This is an optimization exercise on Yosys and OpenROAD, whose aim is small area, a short achievable clock period and few clock cycles, not a production implementation. In this exercise RTL edits were held to simulation tests only and were not proved equivalent to the original. The clock port is modelled as an ideal driver, which makes a skipped or thinned clock tree look cheaper than it is; a real chip needs a root buffer or a tree. Power figures rest on the tool's default switching activity, not on a simulated workload.

Design hcid_decoder, start of the top module:
module hcid_decoder (
    input  wire         clk,
    input  wire         rst,
    input  wire         in_valid,
    output wire         in_ready,
    input  wire [7:0]   in_char,
    output wire         out_valid,
    input  wire         out_ready,
    output wire [23:0]  out_prefix,      
    output wire [319:0] out_cw,          
    output wire [39:0]  out_bera,        
    output reg  [5:0]   out_count,       
    output reg          out_case_lost,   
    output reg          out_eof          
);
clock: 18.0 ns
lec_check: 0
cap_margin: 20
core_margin: 2
core_utilization: 60
place_density: 0.4
slew_margin: 20
standard.sh (not shown) runs the stock make flow with config.mk's settings and CLKGATE_MAP_FILE= SYNTH_SCRIPT=/design/flow/synth_recipe.tcl, a recipe that flattens the netlist after the stock synthesis.
==> flow/flow/run.sh <==
#!/bin/bash
set -euo pipefail
export BUFFER_PORTS_ARGS="-buffer_cell sky130_fd_sc_hd__buf_1"
export CTS_ARGS="-sink_clustering_enable -repair_clock_nets -sink_clustering_size 30 -sink_clustering_max_diameter 100 -buf_list sky130_fd_sc_hd__clkbuf_16 -dont_use_dummy_load"
export SETUP_SLACK_MARGIN=13.2
bash standard.sh BUFFER_PORTS_ARGS="$BUFFER_PORTS_ARGS" CTS_ARGS="$CTS_ARGS" SETUP_SLACK_MARGIN="$SETUP_SLACK_MARGIN" finish > orfs_flow.log 2>&1
The baseline completed without violations.
Testbench counts at the start, summed over its fixed seeds: cycles 75,624.
Edit:
- CORE_UTILIZATION: 60 -> 70
- PLACE_DENSITY: 0.4 -> unset
Hold slack is better by 0.018 ns.
Sequential power barely changes.
Synthesized cell count stays the same.
Combinational power rises by 4.4%.
Final cell count shrinks by 3.2%.
Synthesized area stays the same.
Count of clock-buffer cells in the layout is unchanged.
Total power goes up by 0.42%.
Final area stays flat.
Critical path depth stays the same.
Non-clock buffer count is higher by 2.


The RTL this note starts from:
==> flow/design.v <==
module hcid_tlcorr (
    input  wire [7:0] c,
    output wire [7:0] t
);
    wire [4:0] k    = c[4:0];
    wire [3:0] d    = c[3:0];
    wire lr   = (c[7:6] == 2'b01) && (k != 5'd0) && (k <= 5'd26);   
    wire lo   = lr && c[5];                                           
    wire dig  = (c[7:4] == 4'b0011) && (d <= 4'd9);                   
    wire is_l = (k == 5'd12);                                         
    wire d39  = dig && (d >= 4'd3);
    wire era    = !(lr || dig);
    wire letter = !d39;
    wire upper  = letter && !(lo && !is_l);
    wire [4:0] sl  = is_l ? 5'd8 : (k < 5'd12) ? k - 5'd1 : k - 5'd2;
    wire [4:0] sd  = (d == 4'd0) ? 5'd13 : (d == 4'd1) ? 5'd8 : (d == 4'd2) ? 5'd24 : {1'b0, d} + 5'd22;
    wire [4:0] sym = lr ? sl : dig ? sd : 5'd0;
    assign t = {era, upper, letter, sym};
endmodule
module hcid_decoder (
    input  wire         clk,
    input  wire         rst,
    input  wire         in_valid,
    output wire         in_ready,
    input  wire [7:0]   in_char,
    output wire         out_valid,
    input  wire         out_ready,
    output wire [23:0]  out_prefix,      
    output wire [319:0] out_cw,          
    output wire [39:0]  out_bera,        
    output reg  [5:0]   out_count,       
    output reg          out_case_lost,   
    output reg          out_eof          
);
    reg  [7:0] a_c;          
    reg        a_v;
    reg  [5:0] idx;          
    reg        ov;           
    reg        rdy;          
    assign in_ready  = rdy;
    assign out_valid = ov;
    wire [7:0] a_t;          
    hcid_tlcorr u_tl (.c(a_c), .t(a_t));
    wire [4:0] sym    = a_t[4:0];
    wire       letter = a_t[5];
    wire       upper  = a_t[6];
    wire       era    = a_t[7];
    wire consume = a_v && !(ov && idx != 6'd0);
    wire accept  = in_valid && rdy;
    wire last    = (idx == 6'd62);
    wire [5:0] idx_n = consume ? (last ? 6'd0 : idx + 6'd1) : idx;
    wire ov_n   = (ov && !out_ready) || (consume && last);
    always @(posedge clk) begin
        if (accept) a_c <= in_char;
        if (rst) begin
            a_v <= 1'b0;
            idx <= 6'd0;
            ov  <= 1'b0;
            rdy <= 1'b1;
        end else begin
            a_v <= accept || (a_v && !consume);
            idx <= idx_n;
            ov  <= ov_n;
            rdy <= !(ov_n && idx_n != 6'd0);
        end
    end
    reg  [309:0] st;
    reg  [4:0]   p;
    reg  [1:0]   t2;
    reg          mk;         
    reg  [35:0]  be;         
    wire [2:0] lb    = {idx[2] ^ idx[0], idx[1], idx[0]};
    wire       emit  = lb[2] | (lb[1] & lb[0]);
    wire       mk_in = (lb != 3'd0) && mk;
    wire       mk_b  = mk_in || era;         
    wire       cw_b  = (idx >= 6'd5);        
    wire       zap   = emit && cw_b && mk_b;
    reg  [11:0] wmask;       
    integer j;
    always @* begin
        for (j = 0; j < 12; j = j + 1)
            wmask[j] = zap && (j + 3 >= lb) && (j <= lb + 4);
    end
    wire [11:0] win = {st[1:0], p, sym} & ~wmask;
    always @(posedge clk) begin
        if (consume) begin
            p  <= win[4:0];
            mk <= emit ? (lb != 3'd3 && era) : mk_b;
        end
        if (consume && idx != 6'd0)
            st <= {st[304:2], win[11:5]};
        if (consume && last)
            t2 <= win[4:3];
        if (consume && emit && cw_b)
            be <= {mk_b, be[35:1]};
    end
    reg  [3:0]  n;           
    reg         se;          
    reg  [31:0] cap;         
    reg  [3:0]  cbe;         
    reg  [2:0]  okr;         
    reg         zs, os;      
    reg         gz, go;      
    wire seg_start = (idx == 6'd3) || (idx == 6'd18) || (idx == 6'd33) || (idx == 6'd48);
    wire seg_end   = (idx == 6'd17) || (idx == 6'd32) || (idx == 6'd47) || last;
    wire [1:0] seg = (idx >= 6'd48) ? 2'd3 : (idx >= 6'd33) ? 2'd2 : (idx >= 6'd18) ? 2'd1 : 2'd0;
    wire in_seg    = (idx >= 6'd3);
    wire [3:0] n_in   = seg_start ? 4'd0 : n;
    wire       se_in  = seg_start ? 1'b0 : se;
    wire       take   = letter && !n_in[3];
    wire       se_out = se_in || era;
    wire       ok_out = (n_in[3] || (n_in[2:0] == 3'd7 && letter)) && !se_out;
    wire       zs_out = (seg_start || zs) && !(take && upper);
    wire       os_out = (seg_start || os) && !(take && !upper);
    wire [3:0] okv    = {ok_out, okr};
    wire       lost   = (gz && (zs_out || !ok_out)) || (go && (os_out || !ok_out));
    wire [3:0] cbe_f = {4{lost}} | ~okv | {3'b000, era};    
    integer g;
    always @(posedge clk) begin
        if (consume && in_seg) begin
            n  <= n_in + {3'd0, take};
            se <= se_out;
            zs <= zs_out;
            os <= os_out;
        end
        if (consume && idx == 6'd3) begin
            gz <= 1'b1;
            go <= 1'b1;
        end else if (consume && seg_end && !last && ok_out) begin
            gz <= gz && zs_out;
            go <= go && os_out;
        end
        for (g = 0; g < 4; g = g + 1) begin
            if (consume && last) begin
                if (cbe_f[g]) cap[8*g +: 8] <= 8'h00;
                else if (g == 3 && take) cap[8*g +: 8] <= {cap[8*g +: 7], upper};
            end else if (consume && in_seg && seg == g && take)
                cap[8*g +: 8] <= {cap[8*g +: 7], upper};
        end
        if (consume && seg_end && !last)
            okr[seg] <= ok_out;
        if (consume && last)
            cbe <= cbe_f;
    end
    wire       inc_b = emit && cw_b && mk_b;
    wire [2:0] npc   = {2'b00, ~okv[0] | era} + {2'b00, ~okv[1]} + {2'b00, ~okv[2]} + {2'b00, ~okv[3]};
    wire [2:0] ncap  = !last ? 3'd0 : lost ? 3'd4 : npc;
    wire [6:0] csum  = {out_count, inc_b} + {3'b000, ncap, inc_b};
    always @(posedge clk) begin
        if (consume) begin
            if (idx == 6'd1)
                out_count <= 6'd0;
            else
                out_count <= csum[6:1];
            if (last) begin
                out_case_lost <= lost;
                out_eof       <= |sym[2:0];
            end
        end
    end
    wire [311:0] full = {st, t2};
    genvar gj;
    generate
        for (gj = 0; gj < 39; gj = gj + 1) begin : g_full
            if (gj < 3) begin : g_p
                assign out_prefix[8*gj +: 8] = full[311 - 8*gj -: 8];
            end else begin : g_c
                assign out_cw[8*(gj-3) +: 8] = full[311 - 8*gj -: 8];
            end
        end
    endgenerate
    assign out_cw[319:288] = cap;
    assign out_bera   = {cbe, be};
endmodule
export LEC_CHECK = 0
export CAP_MARGIN = 20
export CORE_MARGIN = 2
export CORE_UTILIZATION = 60
export CTS_BUF_LIST = sky130_fd_sc_hd__clkbuf_8
export CTS_CLUSTER_DIAMETER = 55
export CTS_CLUSTER_SIZE = 16
export SLEW_MARGIN = 20
create_clock -name core_clock -period 18.0 [get_ports {clk}]
Scripts as last shown in full above: flow/flow/run.sh
The baseline completed without violations.
Testbench counts at the start, summed over its fixed seeds: cycles 75,624.
Rerun with:
--- a/flow/flow/run.sh
+++ b/flow/flow/run.sh
@@ -5 +5 @@
-export SETUP_SLACK_MARGIN=13.2
+export SETUP_SLACK_MARGIN=13.3
Settings changed: CTS_BUF_LIST sky130_fd_sc_hd__clkbuf_8 to unset, CTS_CLUSTER_DIAMETER 55 to unset, CTS_CLUSTER_SIZE 16 to unset.
After rerunning:
- sequential cell count is unchanged
- cell count rises by about a fifth
- setup slack is about the same
- global-route usage rises by 0.68 points
- register-to-register slack gets better by 70 ps


Starts from the design.v that is shown in full above.
Settings: LEC_CHECK=0, CAP_MARGIN=20, CORE_MARGIN=2, CORE_UTILIZATION=60, CTS_BUF_LIST=sky130_fd_sc_hd__clkbuf_8, CTS_CLUSTER_DIAMETER=55, CTS_CLUSTER_SIZE=16, SLEW_MARGIN=20; clock period 18.0 ns.
==> flow/flow/run.sh <==
#!/bin/bash
# Own layout flow: the standard ORFS flow, with the port buffers that
# global placement inserts made from sky130_fd_sc_hd__buf_1 instead of the
# cell buffer_ports picks by itself. Everything else is the standard flow.
set -euo pipefail
export BUFFER_PORTS_ARGS="-buffer_cell sky130_fd_sc_hd__buf_1"
bash standard.sh BUFFER_PORTS_ARGS="$BUFFER_PORTS_ARGS" finish > orfs_flow.log 2>&1
The first run produced a clean layout.
Testbench counts at the start, summed over its fixed seeds: cycles 75,624.
Edit:
==> flow/flow/run.sh (replaced) <==
#!/bin/bash
# Own layout flow: the standard ORFS flow (standard.sh, unchanged
# synthesis, floorplan, power grid, placement, routing), with three
# changes to how the layout is made:
#  - the port buffers that global placement inserts on every input and
#    output are sky130_fd_sc_hd__buf_1 instead of the cell buffer_ports
#    picks by itself (a 10 um2 delay buffer);
#  - clock tree synthesis clusters up to 30 flip-flops per clkbuf_16 leaf
#    buffer and inserts no dummy loads;
set -euo pipefail
export BUFFER_PORTS_ARGS="-buffer_cell sky130_fd_sc_hd__buf_1"
export CTS_ARGS="-sink_clustering_enable -repair_clock_nets -sink_clustering_size 30 -sink_clustering_max_diameter 100 -buf_list sky130_fd_sc_hd__clkbuf_16 -dont_use_dummy_load"
export SETUP_SLACK_MARGIN=13.2
bash standard.sh BUFFER_PORTS_ARGS="$BUFFER_PORTS_ARGS" CTS_ARGS="$CTS_ARGS" SETUP_SLACK_MARGIN="$SETUP_SLACK_MARGIN" finish > orfs_flow.log 2>&1
--- a/flow/config.mk
+++ b/flow/config.mk
@@ -10,5 +10,2 @@
 export CORE_UTILIZATION = 60
-export CTS_BUF_LIST = sky130_fd_sc_hd__clkbuf_8
-export CTS_CLUSTER_DIAMETER = 55
-export CTS_CLUSTER_SIZE = 16
 export SLEW_MARGIN = 20
=> Cell count goes down by a few percent. Total power goes down by a few percent. Final area goes down slightly. Maximum frequency goes up by a few percent. Count of clock-buffer cells in the layout goes down by 18.
Edit:
==> flow/flow/run.sh (replaced) <==
#!/bin/bash
set -euo pipefail
export BUFFER_PORTS_ARGS="-buffer_cell sky130_fd_sc_hd__buf_1"
export CTS_ARGS="-sink_clustering_enable -repair_clock_nets -sink_clustering_size 30 -sink_clustering_max_diameter 100 -buf_list sky130_fd_sc_hd__clkbuf_16 -dont_use_dummy_load"
export SETUP_SLACK_MARGIN=13.2
bash standard.sh BUFFER_PORTS_ARGS="$BUFFER_PORTS_ARGS" CTS_ARGS="$CTS_ARGS" SETUP_SLACK_MARGIN="$SETUP_SLACK_MARGIN" finish > orfs_flow.log 2>&1
--- a/flow/config.mk
+++ b/flow/config.mk
@@ -7,2 +7,3 @@
 export LEC_CHECK = 0
+export ABC_AREA = 1
 export CAP_MARGIN = 20
Cell count climbs by a little under a tenth.
Setup slack gets worse by 0.039 ns.
Sequential share of layout area goes down by 1.2 points.
Final area grows slightly.
Die area is higher slightly.
Clock skew increases by 0.016 ns.
First-iteration DRC count came out lower by about a fifth.
Flip-flop and latch count does not change.
Edit:
--- a/flow/flow/run.sh
+++ b/flow/flow/run.sh
@@ -1,2 +1,10 @@
 #!/bin/bash
+# Own layout flow: the standard ORFS flow (standard.sh, unchanged
+# synthesis, floorplan, power grid, placement, routing), with three
+# changes to how the layout is made:
+#  - the port buffers that global placement inserts on every input and
+#    output are sky130_fd_sc_hd__buf_1 instead of the cell buffer_ports
+#    picks by itself (a 10 um2 delay buffer);
+#  - clock tree synthesis clusters up to 30 flip-flops per clkbuf_16 leaf
+#    buffer and inserts no dummy loads;
 set -euo pipefail
--- a/flow/config.mk
+++ b/flow/config.mk
@@ -7,6 +7,5 @@
 export LEC_CHECK = 0
-export ABC_AREA = 1
 export CAP_MARGIN = 20
 export CORE_MARGIN = 2
-export CORE_UTILIZATION = 60
+export CORE_UTILIZATION = 55
 export SLEW_MARGIN = 20
Effect:
- The new run went through all stages and came out clean
- die area went up by about 8%
- setup slack gains 0.0038 ns
- sequential power barely changes
- synthesized area went down by about 1.1%
- maximum frequency hardly moves
- power hardly moves
- hold slack gains 0.014 ns
- global-route usage went down by 2.2 points
- final area went down by 1.7%
- core utilization went down by 6.1 points


job 101:
// hcid_decoder: RTL as listed in full above, without the edits since
clock: 18.0 ns
lec_check: 0
cap_margin: 20
core_margin: 2
core_utilization: 60
slew_margin: 20
==> flow/flow/run.sh <==
#!/bin/bash
# Own layout flow: the standard ORFS flow (standard.sh, unchanged
# synthesis, floorplan, power grid, placement, routing), with three
# changes to how the layout is made:
#  - the port buffers that global placement inserts on every input and
#    output are sky130_fd_sc_hd__buf_1 instead of the cell buffer_ports
#    picks by itself (a 10 um2 delay buffer);
#  - clock tree synthesis clusters up to 30 flip-flops per clkbuf_16 leaf
#    buffer and inserts no dummy loads;
#  - after clock tree synthesis, flow/flat_clock.tcl takes out the tree's
#    middle level and splits the leaf clock buffers by position over four
#    root buffers driven by the clock port, so every flip-flop gets its
#    clock through two buffers (a root and a leaf);
set -euo pipefail
export BUFFER_PORTS_ARGS="-buffer_cell sky130_fd_sc_hd__buf_1"
export CTS_ARGS="-sink_clustering_enable -repair_clock_nets -sink_clustering_size 30 -sink_clustering_max_diameter 100 -buf_list sky130_fd_sc_hd__clkbuf_16 -dont_use_dummy_load"
export SETUP_SLACK_MARGIN=13.2
export POST_CTS_TCL="$PWD/flow/flat_clock.tcl"
bash standard.sh BUFFER_PORTS_ARGS="$BUFFER_PORTS_ARGS" CTS_ARGS="$CTS_ARGS" SETUP_SLACK_MARGIN="$SETUP_SLACK_MARGIN" POST_CTS_TCL="$POST_CTS_TCL" finish > orfs_flow.log 2>&1
==> flow/flow/flat_clock.tcl <==
# POST_CTS hook: reshape the clock tree into two levels. Every clock buffer
# driven by the root buffer hands its loads to the root buffer's net and is
# removed, so the leaf buffers hang directly off the root; then the leaf
# buffers are split by position into four groups and each group gets a root
# buffer of its own, all driven by the clock port (4 port loads).
# Every flip-flop sees the same two buffers between it and the clock port.
set block [ord::get_db_block]
set clk_net [$block findNet clk]
set root ""
foreach it [$clk_net getITerms] {
  if {[[$it getMTerm] getName] eq "A"} { set root [$it getInst] }
}
if {$root eq ""} { error "flat_clock: no root clock buffer" }
set root_net [[$root findITerm X] getNet]
puts "flat_clock: root [$root getName] drives [$root_net getName]"
set removed 0
foreach it [$root_net getITerms] {
  set inst [$it getInst]
  if {$inst eq $root} continue
  set master [[$inst getMaster] getName]
  if {![string match "sky130_fd_sc_hd__clkbuf_*" $master]} continue
  set onet [[$inst findITerm X] getNet]
  foreach lt [$onet getITerms] {
    if {[$lt getInst] eq $inst} continue
    $lt disconnect
    $lt connect $root_net
  }
  $it disconnect
  [$inst findITerm X] disconnect
  odb::dbInst_destroy $inst
  odb::dbNet_destroy $onet
  incr removed
}
puts "flat_clock: removed $removed middle-level clock buffers"

# split the leaves into four groups: halves by x, then each half by y
set loads {}
foreach it [$root_net getITerms] {
  if {[$it getInst] eq $root} continue
  set loc [[$it getInst] getLocation]
  lappend loads [list [lindex $loc 0] [lindex $loc 1] $it]
}
proc halves {g idx} {
  set g [lsort -integer -index $idx $g]
  set h [expr {[llength $g] / 2}]
  return [list [lrange $g 0 [expr {$h - 1}]] [lrange $g $h end]]
}
proc centroid {g} {
  set sx 0; set sy 0
  foreach e $g { set sx [expr {$sx + [lindex $e 0]}]; set sy [expr {$sy + [lindex $e 1]}] }
  return [list [expr {$sx / [llength $g]}] [expr {$sy / [llength $g]}]]
}
set groups {}
foreach hx [halves $loads 0] {
  foreach hy [halves $hx 1] { lappend groups $hy }
}
set master [$root getMaster]
set k 0
foreach g $groups {
  if {$k == 0} {
    set buf $root
  } else {
    set buf [odb::dbInst_create $block $master "clkbuf_0_${k}_clk"]
    set net [odb::dbNet_create $block "clknet_0_${k}_clk"]
    $net setSigType CLOCK
    [$buf findITerm A] connect $clk_net
    [$buf findITerm X] connect $net
    foreach e $g {
      set it [lindex $e 2]
      $it disconnect
      $it connect $net
    }
  }
  set c [centroid $g]
  $buf setLocation [lindex $c 0] [lindex $c 1]
  $buf setPlacementStatus PLACED
  puts "flat_clock: [llength $g] leaves on [$buf getName]"
  incr k
}
detailed_placement
check_placement -verbose
estimate_parasitics -placement
report_clock_skew
Job 101 completed end to end with timing, DRC and antenna clean.
Testbench counts of job 101, summed over its fixed seeds: cycles 75,624.
For job 102, these inputs were changed with respect to job 101:
diff --git a/flow/flow/run.sh b/flow/flow/run.sh
--- a/flow/flow/run.sh
+++ b/flow/flow/run.sh
@@ -10,5 +10,3 @@
 #  - after clock tree synthesis, flow/flat_clock.tcl takes out the tree's
-#    middle level and splits the leaf clock buffers by position over four
-#    root buffers driven by the clock port, so every flip-flop gets its
-#    clock through two buffers (a root and a leaf);
+#    middle level, so the leaf clock buffers hang directly off the root;
 set -euo pipefail
==> flow/flow/flat_clock.tcl <==
# POST_CTS hook: take out the clock tree's middle level. Every clock buffer
# driven by the root buffer hands its loads to the root buffer's net and is
# removed, so the leaf buffers hang directly off the root: one buffer less
# between the clock port and every flip-flop (the same for all of them).
set block [ord::get_db_block]
set clk_net [$block findNet clk]
set root ""
foreach it [$clk_net getITerms] {
  if {[$it isInputSignal] || [[$it getMTerm] getName] eq "A"} {
    set root [$it getInst]
  }
}
if {$root eq ""} { error "flat_clock: no root clock buffer" }
set root_net [[$root findITerm X] getNet]
puts "flat_clock: root [$root getName] drives [$root_net getName]"
set removed 0
foreach it [$root_net getITerms] {
  set inst [$it getInst]
  if {$inst eq $root} continue
  set master [[$inst getMaster] getName]
  if {![string match "sky130_fd_sc_hd__clkbuf_*" $master]} continue
  set onet [[$inst findITerm X] getNet]
  foreach lt [$onet getITerms] {
    if {[$lt getInst] eq $inst} continue
    $lt disconnect
    $lt connect $root_net
  }
  $it disconnect
  [$inst findITerm X] disconnect
  odb::dbInst_destroy $inst
  odb::dbNet_destroy $onet
  incr removed
}
puts "flat_clock: removed $removed middle-level clock buffers"
estimate_parasitics -placement
report_clock_skew
Job 102 | stages: all done | timing, DRC, antenna: all pass. In the tables for job 101 and job 102, first-pass iteration count of the detailed router reads higher with job 102. Across both runs, setup slack was lower for job 102 than for job 101. Going from job 101 to job 102, part of the total power dissipated in the clock network saw a decrease; maximum VDD drop fell by 0.39%; hold slack saw little to no change. Job 102 has area of all placed cells without fillers below what job 101 had. Side by side, final critical path time including I/O delays and setup turned out higher in job 102 than in job 101.
The following lists how job 103 was set up differently from job 102:
diff --git a/flow/flow/flat_clock.tcl b/flow/flow/flat_clock.tcl
--- a/flow/flow/flat_clock.tcl
+++ b/flow/flow/flat_clock.tcl
@@ -1,5 +1,7 @@
-# POST_CTS hook: take out the clock tree's middle level. Every clock buffer
+# POST_CTS hook: reshape the clock tree into two levels. Every clock buffer
 # driven by the root buffer hands its loads to the root buffer's net and is
-# removed, so the leaf buffers hang directly off the root: one buffer less
-# between the clock port and every flip-flop (the same for all of them).
+# removed, so the leaf buffers hang directly off the root; then the leaf
+# buffers are split by position into two halves and the second half gets a
+# root buffer of its own, also driven by the clock port (2 port loads).
+# Every flip-flop sees the same two buffers between it and the clock port.
 set block [ord::get_db_block]
@@ -8,5 +10,3 @@
 foreach it [$clk_net getITerms] {
-  if {[$it isInputSignal] || [[$it getMTerm] getName] eq "A"} {
-    set root [$it getInst]
-  }
+  if {[[$it getMTerm] getName] eq "A"} { set root [$it getInst] }
 }
@@ -34,2 +34,40 @@
 puts "flat_clock: removed $removed middle-level clock buffers"
+
+# split the leaves into two halves by x
+set loads {}
+foreach it [$root_net getITerms] {
+  if {[$it getInst] eq $root} continue
+  set loc [[$it getInst] getLocation]
+  lappend loads [list [lindex $loc 0] [lindex $loc 1] $it]
+}
+set loads [lsort -integer -index 0 $loads]
+set n [llength $loads]
+set half [expr {$n / 2}]
+set g1 [lrange $loads 0 [expr {$half - 1}]]
+set g2 [lrange $loads $half end]
+proc centroid {g} {
+  set sx 0; set sy 0
+  foreach e $g { set sx [expr {$sx + [lindex $e 0]}]; set sy [expr {$sy + [lindex $e 1]}] }
+  return [list [expr {$sx / [llength $g]}] [expr {$sy / [llength $g]}]]
+}
+set master [$root getMaster]
+set root2 [odb::dbInst_create $block $master "clkbuf_0b_clk"]
+set net2 [odb::dbNet_create $block "clknet_0b_clk"]
+$net2 setSigType CLOCK
+[$root2 findITerm A] connect $clk_net
+[$root2 findITerm X] connect $net2
+foreach e $g2 {
+  set it [lindex $e 2]
+  $it disconnect
+  $it connect $net2
+}
+set c1 [centroid $g1]
+set c2 [centroid $g2]
+$root setLocation [lindex $c1 0] [lindex $c1 1]
+$root2 setLocation [lindex $c2 0] [lindex $c2 1]
+$root2 setPlacementStatus PLACED
+$root setPlacementStatus PLACED
+puts "flat_clock: [llength $g1] leaves on [$root getName], [llength $g2] on [$root2 getName]"
+detailed_placement
+check_placement -verbose
 estimate_parasitics -placement
Notes after the runs:
- On fraction of power spent switching nets, job 102 and job 103 are basically level.
- Comparing portion of total power attributed to the clock network for job 102 and job 103, the smaller number came from job 102.
- On wire length reported by the detailed router, job 102 and job 103 are basically level.
- Looking at hold slack, job 103 sits below job 102.
- Per the comparison of job 103 with job 102, sequential share of cell area shows no meaningful change; total power shows an increase of 0.000013 W.
- Compared with job 102, in job 103 normalized max-slew margin has decreased, growth of design area from synthesis to finish has increased.
[inputs] job 104 vs job 103
diff --git a/flow/flow/flat_clock.tcl b/flow/flow/flat_clock.tcl
--- a/flow/flow/flat_clock.tcl
+++ b/flow/flow/flat_clock.tcl
@@ -3,4 +3,4 @@
 # removed, so the leaf buffers hang directly off the root; then the leaf
-# buffers are split by position into two halves and the second half gets a
-# root buffer of its own, also driven by the clock port (2 port loads).
+# buffers are split by position into four groups and each group gets a root
+# buffer of its own, all driven by the clock port (4 port loads).
 # Every flip-flop sees the same two buffers between it and the clock port.
@@ -35,3 +35,3 @@
 
-# split the leaves into two halves by x
+# split the leaves into four groups: halves by x, then each half by y
 set loads {}
@@ -42,7 +42,7 @@
 }
-set loads [lsort -integer -index 0 $loads]
-set n [llength $loads]
-set half [expr {$n / 2}]
-set g1 [lrange $loads 0 [expr {$half - 1}]]
-set g2 [lrange $loads $half end]
+proc halves {g idx} {
+  set g [lsort -integer -index $idx $g]
+  set h [expr {[llength $g] / 2}]
+  return [list [lrange $g 0 [expr {$h - 1}]] [lrange $g $h end]]
+}
 proc centroid {g} {
@@ -52,20 +52,29 @@
 }
+set groups {}
+foreach hx [halves $loads 0] {
+  foreach hy [halves $hx 1] { lappend groups $hy }
+}
 set master [$root getMaster]
-set root2 [odb::dbInst_create $block $master "clkbuf_0b_clk"]
-set net2 [odb::dbNet_create $block "clknet_0b_clk"]
-$net2 setSigType CLOCK
-[$root2 findITerm A] connect $clk_net
-[$root2 findITerm X] connect $net2
-foreach e $g2 {
-  set it [lindex $e 2]
-  $it disconnect
-  $it connect $net2
+set k 0
+foreach g $groups {
+  if {$k == 0} {
+    set buf $root
+  } else {
+    set buf [odb::dbInst_create $block $master "clkbuf_0_${k}_clk"]
+    set net [odb::dbNet_create $block "clknet_0_${k}_clk"]
+    $net setSigType CLOCK
+    [$buf findITerm A] connect $clk_net
+    [$buf findITerm X] connect $net
+    foreach e $g {
+      set it [lindex $e 2]
+      $it disconnect
+      $it connect $net
+    }
+  }
+  set c [centroid $g]
+  $buf setLocation [lindex $c 0] [lindex $c 1]
+  $buf setPlacementStatus PLACED
+  puts "flat_clock: [llength $g] leaves on [$buf getName]"
+  incr k
 }
-set c1 [centroid $g1]
-set c2 [centroid $g2]
-$root setLocation [lindex $c1 0] [lindex $c1 1]
-$root2 setLocation [lindex $c2 0] [lindex $c2 1]
-$root2 setPlacementStatus PLACED
-$root setPlacementStatus PLACED
-puts "flat_clock: [llength $g1] leaves on [$root getName], [llength $g2] on [$root2 getName]"
 detailed_placement
## What came out
Looking only at transition time of the tightest slew-check pin, and setting everything else aside, the higher value of job 103 and job 104 goes to job 103.
From job 103 to job 104 the numbers moved as follows: power grew by about 1.2%, routed via count divided by cell count stayed essentially flat.
Job 103 → job 104: share of the core filled with cells in the final layout grew by 0.21 points; mux contribution to synthesized area roughly the same.
> inputs changed (job 104 -> job 105)
diff --git a/flow/flow/run.sh b/flow/flow/run.sh
--- a/flow/flow/run.sh
+++ b/flow/flow/run.sh
@@ -10,5 +10,7 @@
 #  - after clock tree synthesis, flow/flat_clock.tcl takes out the tree's
-#    middle level, so the leaf clock buffers hang directly off the root;
+#    middle level and splits the leaf clock buffers by position over four
+#    root buffers driven by the clock port, so every flip-flop gets its
+#    clock through two buffers (a root and a leaf);
 set -euo pipefail
-export BUFFER_PORTS_ARGS="-buffer_cell sky130_fd_sc_hd__buf_1"
+export BUFFER_PORTS_ARGS="-buffer_cell sky130_fd_sc_hd__clkbuf_1"
 export CTS_ARGS="-sink_clustering_enable -repair_clock_nets -sink_clustering_size 30 -sink_clustering_max_diameter 100 -buf_list sky130_fd_sc_hd__clkbuf_16 -dont_use_dummy_load"
Results
- Going from job 104 to job 105, worst setup slack shrank by 0.025 ns; static leakage held steady; part of the power in combinational logic held steady.
- Final area delta (job 104 -> job 105): insignificant
- Comparing job 104 with job 105, the final core utilization came out essentially unchanged.
- On power density relative to cell area, job 104 and job 105 are neck and neck.
- On signed area change from the synthesized netlist to the final layout, job 105 tracks job 104 almost exactly.

[what the ideal ports hide]
No port has a modelled driver above. Below, the same layouts with a new extraction and two added sets of constraints.
Step 1 assumes that a clkbuf_16 drives the clock port and a buf_2 every other input.
Step 2 also shifts input and output timing later by t, the mid clock arrival at the registers, as if the neighbouring blocks saw the same clock.
Three values: no drivers, after step 1, after step 2; two values: the first two.
run | shift t [ns] | setup WS [ns] | hold WS [ns] | worst register clock-pin slew, ns | worst data-port slew with drivers (ns)
the first run of note 1 | 0.538 | 13.249 / 13.199 / 13.614 | 0.389 / 0.389 / 0.389 | 0.11 / 0.11 | 0.04
the second run of note 1 | 0.557 | 13.198 / 13.149 / 13.558 | 0.407 / 0.407 / 0.407 | 0.11 / 0.11 | 0.03
the first run of note 2 | 0.538 | 13.249 / 13.199 / 13.614 | 0.389 / 0.389 / 0.389 | 0.11 / 0.11 | 0.04
the second run of note 2 | 0.543 | 13.248 / 13.197 / 13.653 | 0.388 / 0.388 / 0.388 | 0.12 / 0.12 | 0.04
the first run of note 3 | 0.578 | 13.127 / 13.079 / 13.614 | 0.435 / 0.435 / 0.435 | 0.10 / 0.10 | 0.03
the second run of note 3 | 0.538 | 13.249 / 13.199 / 13.614 | 0.389 / 0.389 / 0.389 | 0.11 / 0.11 | 0.04
the third run of note 3 | 0.544 | 13.211 / 13.161 / 13.646 | 0.404 / 0.404 / 0.404 | 0.11 / 0.11 | 0.03
the fourth run of note 3 | 0.553 | 13.215 / 13.165 / 13.636 | 0.419 / 0.419 / 0.419 | 0.11 / 0.11 | 0.03
job 101 | 0.400 | 13.435 / 13.333 / 13.670 | 0.387 / 0.387 / 0.387 | 0.12 / 0.12 | 0.04
job 102 | 0.504 | 13.283 / 13.235 / 13.660 | 0.389 / 0.389 / 0.389 | 0.12 / 0.12 | 0.04
job 103 | 0.417 | 13.377 / 13.312 / 13.579 | 0.386 / 0.386 / 0.386 | 0.11 / 0.11 | 0.04
job 104 | 0.400 | 13.435 / 13.333 / 13.670 | 0.387 / 0.387 / 0.387 | 0.12 / 0.12 | 0.04
job 105 | 0.398 | 13.410 / 13.309 / 13.679 | 0.388 / 0.388 / 0.388 | 0.11 / 0.11 | 0.03
After both steps setup and hold are still met in every run listed.
